This is an optimization exercise on Yosys and OpenROAD, whose aim is small area, a short achievable clock period and few clock cycles per item, not a production implementation. Function was checked by simulation only, so behaviour that the tests miss may differ from the original.

==> flow/standard.sh <==
#!/bin/bash
# synth_recipe.tcl (not shown) runs the flow's synth.tcl, then flattens the netlist and writes it again
# the make line also repeats each setting of config.mk as NAME=value (left out here)
make -C /OpenROAD-flow-scripts/flow DESIGN_CONFIG=/design/flow/config.mk WORK_HOME=/design/flow/orfs CLKGATE_MAP_FILE= SYNTH_SCRIPT=/design/flow/synth_recipe.tcl "${@:-finish}"
==> flow/constraint.sdc <==
create_clock -name core_clock -period 18.0 [get_ports {clk}]
set_input_delay 3.6000 -clock core_clock [delete_from_list [all_inputs] [get_ports {clk}]]
set_output_delay 3.6000 -clock core_clock [all_outputs]
set_load 0.01 [all_outputs]
==> flow/flow/run.sh <==
#!/bin/bash
# The standard ORFS layout (the standard.sh), with repair_timing asked for
# setup slack margin so that it sizes and buffers the longest paths; the clock
# period and constraints are the design's own. All of make's output goes to
# flow_make.log; ORFS keeps each step's log under orfs/logs/.
set -euo pipefail
bash standard.sh SETUP_SLACK_MARGIN=11.5 TNS_END_PERCENT=10 finish > flow_make.log 2>&1
==> flow/design.v <==
module amk_core (
    input  wire        clk,
    input  wire        rst,          
    input  wire        south_hist,   
    input  wire        in_valid,
    output wire        in_ready,
    input  wire [31:0] cmd,
    input  wire [31:0] opa,
    input  wire [31:0] opb,
    input  wire [31:0] opc,
    input  wire [31:0] opd,
    output reg         done,
    output reg  [31:0] res0,
    output reg  [31:0] res1,
    output wire [31:0] res2,
    output wire [31:0] res3,
    output reg  [11:0] pulse_a,
    output reg  [11:0] pulse_b,
    output reg  [1:0]  status,       
    output reg         pw_valid,
    output reg  [3:0]  pw_ch,
    output reg  [11:0] pw_off
);
    localparam signed [31:0] ONE  = 32'sh0001_0000;
    localparam signed [31:0] MONE = -32'sh0001_0000;
    localparam [2:0] LAST_SCALE = 3'd1;    
    localparam [2:0] LAST_MECA  = 3'd5;    
    function [31:0] clamp32;
        input signed [31:0] x;
        input signed [31:0] lo;
        input signed [31:0] hi;
        begin
            if (x < lo)      clamp32 = lo;
            else if (x > hi) clamp32 = hi;
            else             clamp32 = x;
        end
    endfunction
    wire        i_mecanum = ((cmd & 32'hFFFF_FFFE) == 32'h1100_0000);
    wire        i_pvuse   = i_mecanum || (cmd == 32'h0300_0000) || (cmd[10] && (
                            ((cmd & 32'hFFFF_F000) == 32'h2000_0000) ||
                            ((cmd & 32'hFFFF_E0F0) == 32'h2100_0000) ||
                            ((cmd & 32'hFFF0_F0F0) == 32'h2200_0000)));
    wire signed [31:0] i_lim = cmd[0] ? 32'sd6553600 : 32'sd65536;
    wire [31:0] i_opa = i_mecanum ? clamp32(opa, -i_lim, i_lim) : opa;
    wire [31:0] i_opb = i_mecanum ? clamp32(opb, -i_lim, i_lim) : opb;
    wire [31:0] i_opc = i_mecanum ? clamp32(opc, -i_lim, i_lim) : opc;
    reg        in_ready_r;
    assign in_ready = in_ready_r;
    wire       adv;              
    reg        c_v;
    reg [31:0] c_cmd, c_opa, c_opb, c_opc, c_opd;
    wire c_nop      = (c_cmd == 32'h0000_0000);
    wire c_pvnew    = ((c_cmd & 32'hFFFF_FFFE) == 32'h0100_0000);
    wire c_pvset    = (c_cmd == 32'h0200_0000);
    wire c_pvscale  = (c_cmd == 32'h0300_0000);
    wire c_pvvalues = (c_cmd == 32'h0400_0000);
    wire c_move     = ((c_cmd & 32'hFFFF_FFC0) == 32'h1000_0000) && (c_cmd[5:4] != 2'b11);
    wire c_mecanum  = ((c_cmd & 32'hFFFF_FFFE) == 32'h1100_0000);
    wire c_encdc    = ((c_cmd & 32'hFFFF_F000) == 32'h2000_0000);
    wire c_encang   = ((c_cmd & 32'hFFFF_E0F0) == 32'h2100_0000);
    wire c_enccrs   = ((c_cmd & 32'hFFF0_F0F0) == 32'h2200_0000);
    wire c_calwr    = ((c_cmd & 32'hFFF0_FFFF) == 32'h3000_0000);
    wire c_calrd    = ((c_cmd & 32'hFFF0_FFFF) == 32'h3100_0000);
    wire c_ill      = !(c_nop | c_pvnew | c_pvset | c_pvscale | c_pvvalues | c_move |
                        c_mecanum | c_encdc | c_encang | c_enccrs | c_calwr | c_calrd);
    wire [31:0] cl0 = clamp32(c_opa, MONE, ONE);
    wire [31:0] cl1 = clamp32(c_opb, MONE, ONE);
    wire [31:0] cl2 = clamp32(c_opc, MONE, ONE);
    wire [31:0] cl3 = clamp32(c_opd, MONE, ONE);
    wire [71:0] c_pay = (c_pvnew | c_pvset) ? {cl3[17:0], cl2[17:0], cl1[17:0], cl0[17:0]} :
                        c_calwr ? {12'd0, c_opc[11:0], c_opb[27:16], c_opb[11:0],
                                   c_opa[27:16], c_opa[11:0]} :
                                  {40'd0, c_opa};
    wire [31:0] mka = c_opa;
    wire [31:0] mkb = c_opb;
    wire [31:0] mkc = c_opc;
    wire        sa = mka[31], sb = mkb[31], sc = mkc[31];
    wire [22:0] ap = sa ? 23'd0 : mka[22:0];
    wire [22:0] bp = sb ? 23'd0 : mkb[22:0];
    wire [22:0] cp = sc ? 23'd0 : mkc[22:0];
    wire [22:0] an = sa ? ~mka[22:0] : 23'd0;      
    wire [22:0] bn = sb ? ~mkb[22:0] : 23'd0;
    wire [22:0] cn = sc ? ~mkc[22:0] : 23'd0;
    wire [24:0] ax = ap | an, bx = bp | bn, cx = cp | cn;
    wire [24:0] mk_r  = ax + bx + cx + sa + sb + sc;
    wire [26:0] mk_r3 = ax + bx + cx + {ax, 1'b0} + {bx, 1'b0} + {cx, 1'b0} +
                        {sa, 1'b0} + {sb, 1'b0} + {sc, 1'b0} + sa + sb + sc;
    wire [24:0] mk_n0 = an + bn + cn + sa + sb + sc;
    wire [24:0] mk_n1 = an + bp + cp + sa;
    wire [24:0] mk_n2 = an + bp + cn + sa + sc;
    wire [24:0] mk_n3 = an + bn + cp + sa + sb;
    reg        e1_v;
    reg [6:0]  e1_oh;            
    reg [19:0] e1_cmd;
    reg [71:0] e1_pay;
    reg [3:0]  e1_ridx;
    reg e1_pvnew, e1_pvset, e1_pvscale, e1_pvvalues, e1_move, e1_mecanum,
        e1_encdc, e1_encang, e1_enccrs, e1_calwr, e1_calrd, e1_ill;
    wire [3:0] f_move = e1_cmd[3:0];
    wire [1:0] f_lay  = e1_cmd[5:4];
    wire       f_emit = e1_cmd[11];
    wire       f_src  = e1_cmd[10];
    wire [1:0] f_lane = e1_cmd[9:8];
    wire [3:0] f_cha  = e1_cmd[3:0];
    wire [3:0] f_chb  = e1_cmd[7:4];
    wire       f_angl = e1_cmd[12];
    wire [3:0] f_slot = e1_cmd[19:16];
    reg [17:0] pv0, pv1, pv2, pv3;
    reg        pv_r;
    wire [31:0] pv0w = {{14{pv0[17]}}, pv0};
    wire [31:0] pv1w = {{14{pv1[17]}}, pv1};
    wire [31:0] pv2w = {{14{pv2[17]}}, pv2};
    wire [31:0] pv3w = {{14{pv3[17]}}, pv3};
    reg [17:0] res2_r, res3_r;
    assign res2 = {{14{res2_r[17]}}, res2_r};
    assign res3 = {{14{res3_r[17]}}, res3_r};
    reg [959:0] ring;            
    reg [15:0]  cvalid;
    reg [3:0]   rot;
    reg         wb_v;
    reg [3:0]   wb_s;
    reg [59:0]  wb_d;
    reg        e2_v;
    reg        e2_pvvalues, e2_calrd, e2_encdc, e2_encang, e2_enccrs, e2_emit;
    reg [1:0]  e2_st;
    reg [7:0]  e2_ch;
    reg [67:0] e2_pay;
    localparam [59:0] CAL_DEF = {12'd535, 12'd335, 12'd310, 12'd285, 12'd85};
    wire [59:0] ring_rd = ring[60*e1_ridx +: 60];
    wire        wb_hit  = wb_v && (wb_s == f_slot);
    wire [59:0] cal_rd  = wb_hit ? wb_d : (cvalid[f_slot] ? ring_rd : CAL_DEF);
    wire [11:0] c_maxb = cal_rd[11:0];
    wire [11:0] c_minb = cal_rd[23:12];
    wire [11:0] c_stop = cal_rd[35:24];
    wire [11:0] c_minf = cal_rd[47:36];
    wire [11:0] c_maxf = cal_rd[59:48];
    reg  [31:0] pv_lane;
    always @(*) begin
        case (f_lane)
            2'd0: pv_lane = pv0w;
            2'd1: pv_lane = pv1w;
            2'd2: pv_lane = pv2w;
            default: pv_lane = pv3w;
        endcase
    end
    wire [31:0] srcval   = f_src ? pv_lane : e1_pay[31:0];
    wire        src_neg  = srcval[31];
    wire        src_zero = (srcval == 32'd0);
    wire [31:0] src_abs  = src_neg ? (~srcval + 32'd1) : srcval;
    wire        src_sat  = |src_abs[31:16];          
    wire [15:0] src_frac = src_abs[15:0];
    wire [28:0] e1_dcp  = {1'b0, src_frac, 12'd0} - {13'd0, src_frac} + 29'd32768;
    wire [11:0] e1_dcm  = src_sat ? 12'd4095 : e1_dcp[27:16];
    wire [11:0] e1_fwd  = (!src_neg && !src_zero) ? e1_dcm : 12'd0;
    wire [11:0] crs_base  = src_neg ? c_minb : c_minf;
    wire [11:0] crs_other = src_neg ? c_maxb : c_maxf;
    wire [12:0] crs_diff  = {1'b0, crs_other} - {1'b0, crs_base};
    wire signed [31:0] ang_lim = f_angl ? 32'sd8847360 : 32'sd5898240;
    wire signed [31:0] ang_d   = clamp32(srcval, -ang_lim, ang_lim);
    wire signed [31:0] ang_num = ang_d + 32'sd3948160;
    wire [67:0] e1_pay2 = e1_calrd  ? {8'd0, cal_rd} :
                          e1_encang ? {49'd0, ang_num[31], 2'b00, ang_num[23:8]} :
                                      {c_stop, crs_other, crs_base, crs_diff,
                                       src_neg, src_zero, src_sat, src_frac};
    reg [7:0] mv_vec;    
    reg       mv_unsup;
    always @(*) begin
        mv_vec   = 8'b00_00_00_00;
        mv_unsup = 1'b0;
        if (f_lay == 2'd2) begin
            case (f_move)
                4'd0:  mv_vec = {2'b00, 2'b00, 2'b00, 2'b00};
                4'd1:  mv_vec = {2'b01, 2'b01, 2'b01, 2'b01};
                4'd2:  mv_vec = {2'b01, 2'b00, 2'b01, 2'b00};
                4'd3:  mv_vec = {2'b01, 2'b11, 2'b01, 2'b11};
                4'd4:  mv_vec = {2'b00, 2'b11, 2'b00, 2'b11};
                4'd5:  mv_vec = south_hist ? {2'b00, 2'b11, 2'b11, 2'b00}
                                           : {2'b11, 2'b11, 2'b11, 2'b11};
                4'd6:  mv_vec = {2'b00, 2'b11, 2'b11, 2'b00};
                4'd7:  mv_vec = {2'b11, 2'b01, 2'b11, 2'b01};
                4'd8:  mv_vec = {2'b00, 2'b01, 2'b00, 2'b01};
                4'd9:  mv_vec = {2'b11, 2'b11, 2'b01, 2'b01};
                4'd10: mv_vec = {2'b01, 2'b01, 2'b11, 2'b11};
                default: mv_unsup = 1'b1;
            endcase
        end else begin
            case (f_move)
                4'd0:  mv_vec[3:0] = {2'b00, 2'b00};
                4'd1:  mv_vec[3:0] = {2'b01, 2'b01};
                4'd5:  mv_vec[3:0] = {2'b11, 2'b11};
                4'd9:  mv_vec[3:0] = {2'b01, 2'b11};
                4'd10: mv_vec[3:0] = {2'b11, 2'b01};
                default: mv_unsup = 1'b1;
            endcase
            if (f_lay == 2'd1)
                mv_vec[7:4] = mv_vec[3:0];
        end
    end
    function [17:0] unit_word;
        input [1:0] code;
        begin
            case (code)
                2'b01:   unit_word = 18'h1_0000;
                2'b11:   unit_word = 18'h3_0000;
                default: unit_word = 18'h0_0000;
            endcase
        end
    endfunction
    wire nr_r = e1_pvnew ? e1_cmd[0] : pv_r;
    function [17:0] set_lane;
        input [17:0] c;
        input        r;
        begin
            set_lane = (r && c[17]) ? 18'd0 : c;
        end
    endfunction
    reg  [35:0] sc_v;            
    wire [67:0] sc_rn_n;
    localparam [49:0] BTH_K = 50'h8000 - (50'h2_0000_0000 * 50'h15555);
    genvar gm, gb;
    generate
        for (gm = 0; gm < 2; gm = gm + 1) begin : g_mul
            wire [18:0] bth_y = {sc_v[18*gm +: 18], 1'b0};
            wire [49:0] bth_row [0:8];
            wire [16:0] bth_neg;
            for (gb = 0; gb < 9; gb = gb + 1) begin : g_booth
                wire b2 = bth_y[2*gb+2], b1 = bth_y[2*gb+1], b0 = bth_y[2*gb];
                wire neg = b2 & ~(b1 & b0);
                wire one = b1 ^ b0;
                wire two = (b2 & ~b1 & ~b0) | (~b2 & b1 & b0);
                wire [33:0] xe  = {{2{e1_pay[31]}}, e1_pay[31:0]};
                wire [33:0] x2  = {e1_pay[31], e1_pay[31:0], 1'b0};
                wire [33:0] sel = ({34{one}} & xe) | ({34{two}} & x2);
                wire [33:0] pp  = sel ^ {34{neg}};
                assign bth_row[gb] = {16'd0, ~pp[33], pp[32:0]} << (2*gb);
                assign bth_neg[2*gb] = neg;
                if (gb < 8) begin : g_z
                    assign bth_neg[2*gb+1] = 1'b0;
                end
            end
            wire [49:0] p = bth_row[0] + bth_row[1] + bth_row[2] + bth_row[3] + bth_row[4] +
                            bth_row[5] + bth_row[6] + bth_row[7] + bth_row[8] +
                            {33'd0, bth_neg} + BTH_K;
            assign sc_rn_n[34*gm +: 34] = p[49:16];
        end
    endgenerate
    reg  [67:0] sc_rn;           
    reg         sc_wr3;          
    wire signed [31:0] lo_cur = pv_r ? 32'sd0 : MONE;
    function [17:0] sc_clamp;
        input signed [33:0] rn;
        input               r;
        begin
            if (r ? rn[33] : (rn < -34'sd65536))
                sc_clamp = r ? 18'd0 : 18'h3_0000;
            else if (rn > 34'sd65536)
                sc_clamp = 18'h1_0000;
            else
                sc_clamp = rn[17:0];
        end
    endfunction
    wire [17:0] sc_res0 = sc_clamp(sc_rn[33:0],  pv_r);
    wire [17:0] sc_res1 = sc_clamp(sc_rn[67:34], pv_r);
    reg  [24:0] dv_r;
    reg  [26:0] dv_r3;
    reg  [16:0] dv_lo;           
    reg         dv_rz;
    wire [27:0] dD1 = {2'b0, dv_r, 1'b0};
    wire [27:0] dD2 = {1'b0, dv_r, 2'b0};
    wire [27:0] dD3 = {dv_r3, 1'b0};
    wire [27:0] dvU = {2'b0, dv_r, 1'b0} + {20'd0, dv_r[24:17]};    
    reg         dv_first;        
    reg         mk_wr;           
    wire [127:0] mk_lanes;
    genvar gl;
    generate
        for (gl = 0; gl < 4; gl = gl + 1) begin : g_div
            reg  [25:0] rem;         
            reg  [14:0] q;
            wire [24:0] nb = (gl == 0) ? mk_n0 : (gl == 1) ? mk_n1 : (gl == 2) ? mk_n2 : mk_n3;
            wire [27:0] t0  = {20'd0, dv_r[24:17]} - {1'b0, rem, 1'b0};
            wire [27:0] u0  = dvU - {1'b0, rem, 1'b0};
            wire        q0  = !t0[27];
            wire [25:0] rr0 = q0 ? t0[25:0] : u0[25:0];
            wire [26:0] rb  = {rem, dv_lo[16]};
            wire [27:0] tb  = {1'b0, rb} - {1'b0, dD1[26:0]};
            wire        qb  = !tb[27];
            wire [25:0] r2  = qb ? tb[25:0] : rb[25:0];
            wire [27:0] ra  = dv_first ? {rr0, dv_lo[16:15]} : {r2, dv_lo[15:14]};
            wire [28:0] ta1 = {1'b0, ra} - {1'b0, dD1};
            wire [28:0] ta2 = {1'b0, ra} - {1'b0, dD2};
            wire [28:0] ta3 = {1'b0, ra} - {1'b0, dD3};
            wire [1:0]  qa  = !ta3[28] ? 2'd3 : !ta2[28] ? 2'd2 : !ta1[28] ? 2'd1 : 2'd0;
            wire [25:0] r1  = !ta3[28] ? ta3[25:0] : !ta2[28] ? ta2[25:0] :
                              !ta1[28] ? ta1[25:0] : ra[25:0];
            always @(posedge clk) begin
                if (adv && c_mecanum) begin
                    rem <= {1'b0, nb};
                end else begin
                    rem <= r1;
                    q   <= dv_first ? {12'd0, q0, qa} : {q[11:0], qb, qa};
                end
            end
            wire [17:0] qf = {q, qb, qa};
            wire [1:0]  qh = qf[17:16] - 2'd1;
            assign mk_lanes[32*gl +: 32] = dv_rz ? 32'd0 : {{15{qh[1]}}, qh[0], qf[15:0]};
        end
    endgenerate
    wire e2_emits = e2_v && e2_emit;      
    wire drain  = wb_v && (wb_s == rot);
    wire cw_ok  = !wb_v || drain || (wb_s == f_slot);
    wire e1_dcemit = e1_encdc && f_emit;
    wire e1_haz  = sc_wr3 && (e1_encdc || e1_encang || e1_enccrs) && f_src && f_lane[1];
    wire c_pvuse = c_mecanum || c_pvscale || ((c_encdc || c_encang || c_enccrs) && c_cmd[10]);
    wire mk_early = !(c_v && c_pvuse);
    wire e1_last = e1_haz ? 1'b0 :
                   (e1_pvscale && e1_oh[LAST_SCALE]) ||
                   (e1_mecanum && (e1_oh[LAST_MECA] || (e1_oh[LAST_MECA - 1] && mk_early))) ||
                   (e1_dcemit && (!e1_oh[0] || !e2_emits)) ||
                   (e1_calwr && cw_ok) ||
                   !(e1_pvscale || e1_mecanum || e1_dcemit || e1_calwr);
    wire e1_fin  = e1_v && e1_last;
    wire e1_free = !e1_v || e1_last;
    assign adv   = c_v && e1_free;
    wire       wb_load = e1_v && e1_calwr && cw_ok;
    wire       wb_v_n  = wb_load || (wb_v && !drain);
    wire [3:0] wb_s_n  = wb_load ? f_slot : wb_s;
    wire [3:0] rot_n   = rot + 4'd1;
    wire       e2_emits_n = e1_fin && ((e1_encdc || e1_encang || e1_enccrs) && f_emit);
    wire       sc_wr3_n   = e1_fin && e1_pvscale;
    wire       nx_new_fin = !c_pvscale && !c_mecanum &&
                            !(sc_wr3_n && (c_encdc || c_encang || c_enccrs) &&
                              c_cmd[10] && c_cmd[9]) &&
                            !(c_encdc && c_cmd[11] && e2_emits_n) &&
                            !(c_calwr && !(!wb_v_n || (wb_s_n == rot_n) || (wb_s_n == c_cmd[19:16])));
    wire       nx_old_fin = e1_haz ||
                            (e1_pvscale && e1_oh[LAST_SCALE - 1]) ||
                            (e1_mecanum && e1_oh[LAST_MECA - 1]) ||
                            (e1_mecanum && e1_oh[LAST_MECA - 2] &&
                             (in_ready_r ? !(in_valid && i_pvuse) : mk_early)) ||
                            e1_dcemit ||
                            (e1_calwr && (!wb_v_n || (wb_s_n == rot_n) || (wb_s_n == f_slot)));
    wire       e1_free_n = adv ? nx_new_fin : ((e1_v && !e1_last) ? nx_old_fin : 1'b1);
    wire       c_v_n     = in_ready_r ? in_valid : (c_v && !adv);
    wire       ready_n   = !c_v_n || e1_free_n;
    wire [15:0] e2_frac = e2_pay[15:0];
    wire        e2_sat  = e2_pay[16];
    wire        e2_zero = e2_pay[17];
    wire        e2_neg  = e2_pay[18];
    wire signed [12:0] e2_diff = e2_pay[31:19];
    wire [11:0] e2_base  = e2_pay[43:32];
    wire [11:0] e2_other = e2_pay[55:44];
    wire [11:0] e2_stop  = e2_pay[67:56];
    wire [28:0] e2_dcp  = {1'b0, e2_frac, 12'd0} - {13'd0, e2_frac} + 29'd32768;
    wire [11:0] e2_dcm  = e2_sat ? 12'd4095 : e2_dcp[27:16];
    wire [11:0] e2_fwd  = (!e2_neg && !e2_zero) ? e2_dcm : 12'd0;
    wire [11:0] e2_rev  = e2_neg ? e2_dcm : 12'd0;
    wire signed [29:0] e2_crsp = $signed({1'b0, e2_base, 16'h8000}) +
                                 $signed({1'b0, e2_frac}) * e2_diff;
    wire [11:0] e2_crs = e2_zero ? e2_stop : e2_sat ? e2_other : e2_crsp[27:16];
    wire [31:0] e2_angq = {16'd0, e2_frac} * 32'd33555;
    wire [11:0] e2_ang  = e2_neg ? 12'd0 : {3'd0, e2_angq[30:22]};
    wire [11:0] e2_cnt  = e2_encang ? e2_ang : e2_crs;
    reg [17:0] pv0_n, pv1_n, pv2_n, pv3_n;
    reg        pv_r_n;
    always @(*) begin
        pv0_n  = pv0;
        pv1_n  = pv1;
        pv2_n  = pv2;
        pv3_n  = pv3;
        pv_r_n = pv_r;
        if (sc_wr3) begin
            pv2_n = sc_res0;
            pv3_n = sc_res1;
        end
        if (mk_wr) begin
            pv0_n  = mk_lanes[17:0];
            pv1_n  = mk_lanes[49:32];
            pv2_n  = mk_lanes[81:64];
            pv3_n  = mk_lanes[113:96];
        end
        if (e1_v) begin
            if (e1_pvnew || e1_pvset) begin
                pv0_n  = set_lane(e1_pay[17:0],  nr_r);
                pv1_n  = set_lane(e1_pay[35:18], nr_r);
                pv2_n  = set_lane(e1_pay[53:36], nr_r);
                pv3_n  = set_lane(e1_pay[71:54], nr_r);
                pv_r_n = nr_r;
            end
            if (e1_move) begin
                pv0_n  = unit_word(mv_vec[1:0]);
                pv1_n  = unit_word(mv_vec[3:2]);
                pv2_n  = unit_word(mv_vec[5:4]);
                pv3_n  = unit_word(mv_vec[7:6]);
                pv_r_n = 1'b0;
            end
            if (e1_pvscale) begin
                if (e1_oh[1]) begin
                    pv0_n = sc_res0;
                    pv1_n = sc_res1;
                end
            end
            if (e1_mecanum && e1_oh[LAST_MECA - 1])
                pv_r_n = 1'b0;
            if (e1_mecanum && e1_oh[LAST_MECA]) begin
                pv0_n  = mk_lanes[17:0];
                pv1_n  = mk_lanes[49:32];
                pv2_n  = mk_lanes[81:64];
                pv3_n  = mk_lanes[113:96];
                pv_r_n = 1'b0;
            end
        end
    end
    always @(posedge clk) begin
        if (in_ready_r) begin
            c_cmd <= cmd;
            c_opa <= i_opa;
            c_opb <= i_opb;
            c_opc <= i_opc;
            c_opd <= opd;
        end
        if (adv) begin
            e1_oh       <= 7'd1;
            e1_cmd      <= c_cmd[19:0];
            e1_pay      <= c_pay;
            e1_ridx     <= c_cmd[19:16] - rot_n;
            e1_pvnew    <= c_pvnew;
            e1_pvset    <= c_pvset;
            e1_pvscale  <= c_pvscale;
            e1_pvvalues <= c_pvvalues;
            e1_move     <= c_move;
            e1_mecanum  <= c_mecanum;
            e1_encdc    <= c_encdc;
            e1_encang   <= c_encang;
            e1_enccrs   <= c_enccrs;
            e1_calwr    <= c_calwr;
            e1_calrd    <= c_calrd;
            e1_ill      <= c_ill;
        end else begin
            e1_oh       <= {e1_oh[5:0], 1'b0};
            e1_ridx     <= e1_ridx - 4'd1;   
        end
        if (adv && c_mecanum) begin
            dv_r  <= mk_r;
            dv_r3 <= mk_r3;
            dv_lo <= mk_r[16:0];
            dv_rz <= (mk_r == 25'd0);
            dv_first <= 1'b1;
        end else begin
            dv_lo <= dv_first ? {dv_lo[14:0], 2'b00} : {dv_lo[13:0], 3'b000};
            dv_first <= 1'b0;
        end
        sc_rn <= sc_rn_n;
        sc_v  <= adv ? {pv1_n, pv0_n} : {pv3_n, pv2_n};
        e2_pvvalues <= e1_pvvalues;
        e2_calrd    <= e1_calrd;
        e2_encdc    <= e1_encdc;
        e2_encang   <= e1_encang;
        e2_enccrs   <= e1_enccrs;
        e2_emit     <= (e1_encdc || e1_encang || e1_enccrs) && f_emit;
        e2_st       <= {e1_ill, e1_move && mv_unsup};
        e2_ch       <= {f_chb, f_cha};
        e2_pay      <= e1_pay2;
        ring <= {drain ? wb_d : ring[59:0], ring[959:60]};
        if (wb_load)
            wb_d <= e1_pay[59:0];
        if (rst) begin
            in_ready_r <= 1'b1;
            c_v      <= 1'b0;
            e1_v     <= 1'b0;
            e2_v     <= 1'b0;
            done     <= 1'b0;
            pw_valid <= 1'b0;
            res0     <= 32'd0;
            res1     <= 32'd0;
            res2_r   <= 18'd0;
            res3_r   <= 18'd0;
            pulse_a  <= 12'd0;
            pulse_b  <= 12'd0;
            status   <= 2'b00;
            pv0      <= 18'd0;
            pv1      <= 18'd0;
            pv2      <= 18'd0;
            pv3      <= 18'd0;
            pv_r     <= 1'b0;
            sc_wr3   <= 1'b0;
            mk_wr    <= 1'b0;
            cvalid   <= 16'd0;
            rot      <= 4'd0;
            wb_v     <= 1'b0;
            wb_s     <= 4'd0;
        end else begin
            in_ready_r <= ready_n;
            c_v        <= c_v_n;
            rot        <= rot_n;
            wb_v       <= wb_v_n;
            wb_s       <= wb_s_n;
            if (drain)
                cvalid[wb_s] <= 1'b1;
            if (adv)
                e1_v <= 1'b1;
            else if (e1_fin)
                e1_v <= 1'b0;
            e2_v <= e1_fin;
            pv0  <= pv0_n;
            pv1  <= pv1_n;
            pv2  <= pv2_n;
            pv3  <= pv3_n;
            pv_r <= pv_r_n;
            sc_wr3 <= sc_wr3_n;
            mk_wr  <= e1_fin && e1_mecanum && e1_oh[LAST_MECA - 1];
            done     <= e2_v;
            pw_valid <= 1'b0;
            if (e2_v) begin
                status <= e2_st;
                if (e2_pvvalues) begin
                    res0   <= pv0w;
                    res1   <= pv1w;
                    res2_r <= pv2;
                    res3_r <= pv3;
                end
                if (e2_calrd) begin
                    res0 <= {4'd0, e2_pay[23:12], 4'd0, e2_pay[11:0]};
                    res1 <= {4'd0, e2_pay[47:36], 4'd0, e2_pay[35:24]};
                    res2_r <= {6'd0, e2_pay[59:48]};
                    res3_r <= 18'd0;
                end
                if (e2_encdc) begin
                    pulse_a <= e2_fwd;
                    pulse_b <= e2_rev;
                end
                if (e2_encang || e2_enccrs) begin
                    pulse_a <= e2_cnt;
                    pulse_b <= 12'd0;
                end
                if (e2_emit) begin
                    pw_valid <= 1'b1;
                    pw_ch    <= e2_encdc ? e2_ch[7:4] : e2_ch[3:0];
                    pw_off   <= e2_encdc ? e2_rev : e2_cnt;
                end
            end
            if (e1_fin && e1_dcemit) begin
                pw_valid <= 1'b1;
                pw_ch    <= f_cha;
                pw_off   <= e1_fwd;
            end
        end
    end
endmodule
==> flow/config.mk <==
export PLATFORM = sky130hd
export DESIGN_NAME = amk_core
export DESIGN_NICKNAME = amk_core
export VERILOG_FILES = /design/flow/design.v
export SDC_FILE = /design/flow/constraint.sdc
export NUM_CORES = 4
export LEC_CHECK = 0
export CAP_MARGIN = 20
export CORE_MARGIN = 2
export CORE_UTILIZATION = 55
export PLACE_DENSITY = 0.7
export SLEW_MARGIN = 20
==> results.txt, run 1 <==
The floorplan row count is 192. The die outline height came out at 529 microns. The maximum clock frequency came out at 0.140 GHz. The final critical path takes up 39.7% of the cycle. In the layout the commonest cells are 1466 x dfxtp_1, 1457 x ha_1, 1242 x inv_1, 1005 x nand2_1, 927 x nor2_1. In the routed design, unresolved DRC markers number 0. In this run the worst hold path is classified as flop to flop.

Compared with the post-synthesis result, the final layout area differs by 15.0%. In this run the deepest clock path goes through 4 buffers. The endpoint identified for the worst register-to-register timing path is g_div[2].rem[16]. The measured slew at the worst slew-check pin came out at 1.31 ns. Setup violations remaining at the end of the flow were counted as 0.

The final period demand of the worst path came out at 7.15 ns. The post-synthesis adder-cell area fraction came out at 23.1%. Summed over all instances, the cell type with the most area after synthesis is dfxtp_1. The post-synthesis xor/xnor area fraction is 7.33%. The most numerous cell type found on the critical path is buf_4. The worst setup path is launched from a flop. The finished cells cover 174000 sq um.

The data required time of the worst path is 18.76 ns. By area, the combinational part of the netlist is dominated by adder cells. The max capacitance violation total came out at 0. The hold violation total from the final report came to 0. The total number of vias came out at 129700. The share of synthesized flip-flops with an asynchronous set or reset is 0%. The count of nets after finishing is 18681. The kind of critical path is flop to flop. Setup total negative slack on the finished layout was measured at 0 ns. The worst path arrival time came out at 7.92 ns.

Summed over its instances, the top area cell type makes up 19.9% of the synthesized netlist area. After clock tree synthesis, the clock-pin slew on the worst setup and hold paths is 0.07 ns. The iteration count of the initial detailed-routing pass is 9. The number of global-route vias before repair came to 123939. In the synthesized netlist the dominant register cell turns out to be dfxtp_1. The depth of the worst hold-timing path came out at 0. The placer congestion estimate is 1.04. In this run, post-CTS hold repair placed 0 buffers.

The detailed-placement wirelength estimate came out at 422000 microns. The global-route wire length before repair is 834000 microns. The post-synthesis register bit count is 1956. The startpoint identified for the worst register-to-register timing path is dv_r[24]. Setup repair after global routing could not meet its margin everywhere. The pin count of the biggest net entering global routing is 104. The sum of routed wire length over all layers came out at 579000 microns. The tree is rooted in a clkbuf_16.

In this run the tightest slew margin relative to its limit is 11.7%. The sum of overflow across all layers after global routing is 0. Each instance of the synthesized netlist takes up on average 9.56 sq um. After detailed routing, the average wire length per cell comes to 29.0 microns. The starting density of the core came out at 55.3%.

The maximum level of the CTS H-tree came out at 4. The sort of element at the end of the critical path is a flop. The clock network latency to the later pin of the worst-skew pair is 0.96 ns.

In the synthesized netlist, the number of instances is 15838. The library cell used most frequently in the layout, excluding fill and tap cells, is dfxtp_1.

The fraction of the mapped netlist area in compound gates is 16.5%. After detailed routing, the number of vias per cell comes to 6.49. The die outline width came out at 529 microns. Pin placement for this block handled 337 I/O pins.

For this design, the sink count on the clock tree is 1956. Of the post-synthesis cell area, the part taken by muxes is 7.11%. The total nets after synthesis came out at 18328. The number of filler cells placed in the layout is 22375. The delay of the slowest cell on the worst path is 0.53 ns. The instance area at placement is 159000 sq um. The TritonCTS buffer count came out at 206. Synthesis instantiated 107 different standard cells from the library. The die outline area is 279000 sq um. The number of enable flip-flop cells after synthesis came out at 450. The worst hold path begins at ring[596].

The ratio of cells with drive above 1 in the final layout is 13.1%. The core outline area is 274000 sq um. The path with the worst hold slack has its endpoint at ring[536]. For this block, the initial DRC count from the detailed router was 16167. The cell at the slowest stage of the critical path is edfxtp_1. Sorting the synthesized cells by area gives the leading types as dfxtp_1 20%, ha_1 13%, fa_1 10%. The reg-to-reg setup timing slack is 10.85 ns. The simple-gate share of the synthesized area is 11.7%. The clock tree from TritonCTS is yes. The final setup skew is 0.0984 ns.

Input and output buffers added on the ports amount to 336. The cell area after synthesis came out at 151000 sq um. For this run, the share of the core covered by cells in the final layout is 63.6%. For this run, the number of Yosys warnings is 1. The run finished with no timing, DRC or antenna violations. The highest net fanout along the worst path came out at 25. The post-route antenna net violation count is 0.

For the worst flop-to-flop path, the logic depth is 27. The max-slew violation count is 0. Of the synthesized area, sequential elements account for 28.8%.

The initial antenna violation count came out at 54. The global-route total usage across every layer came out at 40.3%.
-- sequential cells by signal (all words and copies together), names as in the netlist, 25 cells and up --
| name | count |
|---|---|
| e1_pay | 72 |
| res1 | 29 |
| dv_r | 25 |
| ring | 960 |
| dv_r3 | 27 |
| res0 | 29 |
| sc_v | 36 |
| c_opb | 32 |
| e2_pay | 68 |
| c_opc | 32 |
| g_div.q | 60 |
| sc_rn | 68 |
| wb_d | 60 |
| c_cmd | 32 |
| g_div.rem | 104 |
| c_opa | 32 |
| c_opd | 32 |
-- final cells by class --
class                      instances  area (sq um)  share of cell area (%)
multi-input combinational      11760        104000                    59.5
sequential                      1956         43800                    25.1
timing repair buffer            1006         10300                    5.89
clock buffer                     284          5890                    3.38
inverter                        1261          4760                    2.73
tap                             3589          4490                    2.58
clock inverter                   100          1260                   0.724
antenna                           30          75.1                  0.0431
-- how the worst max path moves through the flow --
stage / from / to / cells past startpoint
floorplan: dv_r[1] / g_div[0].rem[2] / 27
global placement: dv_r[1] / sc_v[0] / 30
detailed placement: dv_r[1] / sc_v[0] / 30
CTS: dv_r[19] / g_div[2].rem[1] / 33
global route: dv_r[0] / g_div[0].rem[6] / 37
finish: dv_r[24] / g_div[2].rem[16] / 27
-- repair_timing --
item                       CTS  global route
gates resized for setup    637           354
pin swaps                  163           219
gates cloned                26             6
setup buffers              235           112
setup endpoints to repair  301           252
-- stage by stage --
stage / worst slack (ns) / std cells / hold WS [ns]
2_1_floorplan: 10.71 / 15838 / 0.323
3_3_place_gp: 8.64 / 19193 / 0.324
3_5_place_dp: 8.54 / 19193 / 0.330
4_1_cts: 11.07 / 19838 / 0.251
5_1_grt: 10.68 / 19968 / 0.259
6_report: 10.85 / 19986 / 0.261
-- synthesized netlist by cell type, types with 120 or more instances --
library cell	instances
buf_1	126
o21a_1	149
dfxtp_1	1506
and2_1	144
nor2b_1	304
edfxtp_1	450
a211oi_1	188
o21ai_0	679
mux2i_1	250
nand3_1	181
nor3_1	266
mux4_2	309
a22oi_1	559
fa_1	786
nand2_1	1029
xor2_1	682
clkbuf_1	686
nand2b_1	134
a21oi_1	957
inv_1	1252
nor4_1	123
xnor2_1	580
ha_1	1540
a21o_1	247
nor2_1	956
a31oi_1	120
-- cell families after synthesis --
family / after synthesis
AOI/OAI and AO/OA: 3827
buffers and inverters: 2125
muxes: 672
adders and majority gates: 2326
xor gates and xnor gates: 1264
DFF: 1956
and+or+nand+nor: 3668
-- metal layers --
metal / GRT usage [%] / part of all wire (%)
met1: 52.0 / 38
met2: 58.4 / 42
met4: 28.9 / 8.5
met3: 10.5 / 12
met5: 0 / 0.039
-- critical path: cells and delay by family, from the launching register on --
family / cells / cell delay, ns
AND/OR/NAND/NOR: 4 / 0.79
adder cells (fa/ha/maj): 2 / 0.69
AO/OA/AOI/OAI: 16 / 3.99
buffers and inverters: 5 / 1.00
flip-flops: 1 / 0.53
Testbench counts, summed over its fixed seeds: cycles 4,174, cmds 2,560.
==> run 2, diff against run 1 <==
--- a/flow/flow/run.sh
+++ b/flow/flow/run.sh
@@ -6,2 +6,2 @@
 set -euo pipefail
-bash standard.sh SETUP_SLACK_MARGIN=11.5 TNS_END_PERCENT=10 finish > flow_make.log 2>&1
+bash standard.sh SETUP_SLACK_MARGIN=11 TNS_END_PERCENT=10 finish > flow_make.log 2>&1
--- a/flow/config.mk
+++ b/flow/config.mk
@@ -9,4 +9,4 @@
 export CORE_MARGIN = 2
-export CORE_UTILIZATION = 55
-export PLACE_DENSITY = 0.7
+export CORE_UTILIZATION = 62
+export PLACE_DENSITY = 0.75
 export SLEW_MARGIN = 20
==> results.txt, run 2 <==
After detailed routing, the met3 layer carries 73800 microns of wire. The final critical path takes up 40.5% of the cycle. STA classifies the critical path startpoint as a flop.

The post-synthesis adder-cell area fraction came out at 23.1%. The core outline area came out at 243000 sq um. TritonCTS built the clock tree. Port buffering added 336 buffers. The sequential share of the synthesized area came out at 28.8%. The slowest stage of the critical path belongs to the cell or4b_4.

The combinational family with the most area after synthesis is adder cells. The multi-input combinational cell area is 103000 sq um. The share of synthesized flip-flops with an asynchronous set or reset is 0%. The accumulated negative setup slack came out at 0 ns. The worst path arrival time came out at 8.13 ns. The max-slew violation count is 0.

The number of enable flip-flop cells after synthesis is 450. The top cell types in the final layout, fill and taps aside, are 1467 x dfxtp_1, 1459 x ha_1, 1243 x inv_1, 1009 x nand2_1, 928 x nor2_1. The die outline area came out at 248000 sq um.

The routed length per placed instance came out at 29.7 microns. The multiplexer share of the synthesized area is 7.11%. The floorplan has 181 rows. The count of nets after finishing came out at 18642.

The reg-to-reg setup timing slack is 10.71 ns. The number of filler cells placed in the layout came out at 18342. In this run the worst hold path is classified as flop to flop. The max capacitance violation total is 0. The synthesized design devotes to its leading area cell type 19.9% of total area. The number of buffers added to fix hold violations after cts came out at 0. The clock root buffer is clkbuf_16.

The per-instance average area after synthesis came out at 9.56 sq um. The sum of overflow across all layers after global routing came out at 0. In the post-synthesis netlist, the cell with the most instances is ha_1. The die outline width came out at 498 microns. The final period demand of the worst path came out at 7.29 ns.

After synthesis, the cell types taking the most area are dfxtp_1 20%, ha_1 13%, fa_1 10%. The final route contains 130990 vias. The largest register by flop count is ring. The post-CTS clock slew at the launch and capture registers of the worst setup and hold paths came out at 0.06 ns. The delay of the slowest cell on the worst path came out at 0.52 ns. The initial antenna violation count came out at 46. The post-synthesis register bit count came out at 1956. The fraction of the mapped netlist area in compound gates is 16.5%. The die outline height is 498 microns.

The most area-hungry cell type in the Yosys netlist is dfxtp_1. Routed signal wires occupy layers up through met5. After synthesis, the most frequently instantiated cells are 1540 x ha_1, 1506 x dfxtp_1, 1252 x inv_1. The ratio of cells with drive above 1 in the final layout came out at 12.5%. The largest registers in the layout are ring: 960 flops, g_div.rem: 104 flops, e1_pay: 72 flops. The detailed-placement wirelength estimate came out at 419000 microns. The number of flip-flops under the largest register name came out at 960. The layout overhead on the synthesized area is 14.0%. Measured on the finished design, the core utilization comes to 71.0%. The global-route wire length before repair is 835000 microns. The buffer levels on the longest clock path is 3.

The critical path's most frequent cell is buf_4. The sum of routed wire segments on met1 is 212000 microns. Leaving out fill and tap cells, the most frequent cell in the layout is dfxtp_1.

For this configuration, the core starts out at a cell density of 62.3%. The global-route total usage across every layer came out at 45.3%. The cell area that synthesis handed to floorplanning was 151000 sq um. The number of global-route vias before repair is 125619.

The run finished with no timing, DRC or antenna violations. Between clock sinks in the finished design, the worst skew comes to 0.129 ns. For this run, the leading register cell type out of synthesis is dfxtp_1.

The headroom to the max-slew limit is 17.1%. The measured slew at the worst slew-check pin is 1.23 ns. The iteration count of the initial detailed-routing pass came out at 9. Summed over all layers, the routed wires come to 582000 microns. In the routed design, unresolved DRC markers number 0.

The CTS sink count is 1956. The hold violation total from the final report is 0. The critical path is of the flop to flop type. Pin placement for this block handled 337 I/O pins. STA classifies the critical path endpoint as a flop. The pin count of the biggest net entering global routing came out at 169.

The met2 wire length came out at 243000 microns. Setup repair after global routing could not meet its margin everywhere. The detail-routed via count per cell is 6.69.

The TritonCTS buffer count is 201. The first-iteration detailed-routing DRC count came out at 16457. Setup violations remaining at the end of the flow were counted as 0. The placer congestion estimate came out at 1.06. The post-route antenna net violation count is 0. The clock network latency to the later pin of the worst-skew pair came out at 0.96 ns.

For the worst setup path, the data required time is 18.84 ns. The total nets after synthesis is 18328. The register area is 43800 sq um. The maximum clock frequency is 0.137 GHz. For this run, the number of Yosys warnings is 1.

The number of distinct library cells after synthesis came out at 107. The post-synthesis xor/xnor area fraction came out at 7.33%.

The simple-gate share of the synthesized area is 11.7%. The maximum level of the CTS H-tree is 4. The cell count after synthesis came out at 15838. The highest net fanout along the worst path is 5.
-- run 2: cell counts after synthesis --
No cell type changed its count.
-- run 2: worst max-delay path, delay by kind of cell (launching register included) --
kind,cells,cell delay [ns]
xor gates and xnor gates,2,0.39
DFF,1,0.41
adders and majority gates,3,0.79
muxes,1,0.17
and+or+nand+nor,9,1.88
AOI/OAI and AO/OA,11,2.41
buffers and inverters,8,1.18
-- run 2: what timing repair did --
| item | 4_1_cts | 5_1_grt |
|---|---|---|
| pin swaps | 130 | 119 |
| gates resized for setup | 569 | 323 |
| gates cloned | 18 | 7 |
| hold endpoints to repair | 0 | 0 |
| setup buffers | 183 | 122 |
| setup endpoints to repair | 200 | 194 |
-- run 2: through the flow --
step,instances,hold slack [ns],setup WS [ns],area (sq um)
after global placement,18821,0.324,8.54,158000
after detailed placement,18821,0.329,8.51,158000
after CTS,19402,0.284,10.95,170000
after floorplan,15838,0.323,10.71,151000
after global routing,19541,0.295,10.52,173000
final,19574,0.295,10.71,173000
-- run 2: cell type report --
| class | count | area share, % |
|---|---|---|
| sequential | 1956 | 25.4 |
| timing repair buffer | 970 | 5.54 |
| multi-input combinational | 11762 | 59.8 |
| tap | 3202 | 2.32 |
| antenna | 43 | 0.0623 |
| clock inverter | 101 | 0.786 |
| inverter | 1261 | 2.76 |
| clock buffer | 279 | 3.40 |
-- run 2: layer usage --
| metal | global-route usage [%] | up-vias |
|---|---|---|
| met5 | 0 | - |
| met4 | 33.9 | 26 |
| met3 | 13.6 | 2219 |
| met2 | 66.0 | 8545 |
| met1 | 56.7 | 63079 |
| li1 | - | 57121 |
-- run 2: worst paths after layout --
kind          endpoint      start  cells past startpoint
min reg2reg  ring[177]  ring[237]                      0
min          ring[177]  ring[237]                      0
max            sc_v[0]    dv_r[1]                     34
max reg2reg    sc_v[0]    dv_r[1]                     34
-- run 2: cell families (layout without fill, tap and decap cells) --
family | after synthesis | after routing
other | 0 | 43
buffers and inverters | 2125 | 2611
AND/OR/NAND/NOR | 3668 | 3669
AO/OA/AOI/OAI | 3827 | 3831
XOR/XNOR | 1264 | 1264
flip-flops | 1956 | 1956
multiplexers | 672 | 672
adder cells (fa/ha/maj) | 2326 | 2326

re-timing with driven ports:
The flow's constraints put no driver on any port. The routed layouts listed below were extracted and timed again, unchanged, in two steps.
Step 1, drivers: a clkbuf_16 drives clk and a buf_2 each remaining input, both assumed.
Step 2 adds t to the input delays and takes it off the output delays; t is the mean of the earliest and latest rising clock arrival at the registers after step 1. Input paths then give back, and output paths get back, about the clock's delay inside the block.
Slacks: no drivers / after step 1 / after step 2; pairs: no drivers / after step 1.
run | t (ns) | setup slack, ns | worst setup path after step 2
run 1 | 1.003 | 10.849 / 10.849 / 10.008 | input to register
run 2 | 0.995 | 10.709 / 10.709 / 9.774 | input to register
After both steps setup and hold are still met in every run listed. For run 2, which loses most, drivers alone change the setup slack by 0.000 ns; drivers and shift together by -0.935 ns.
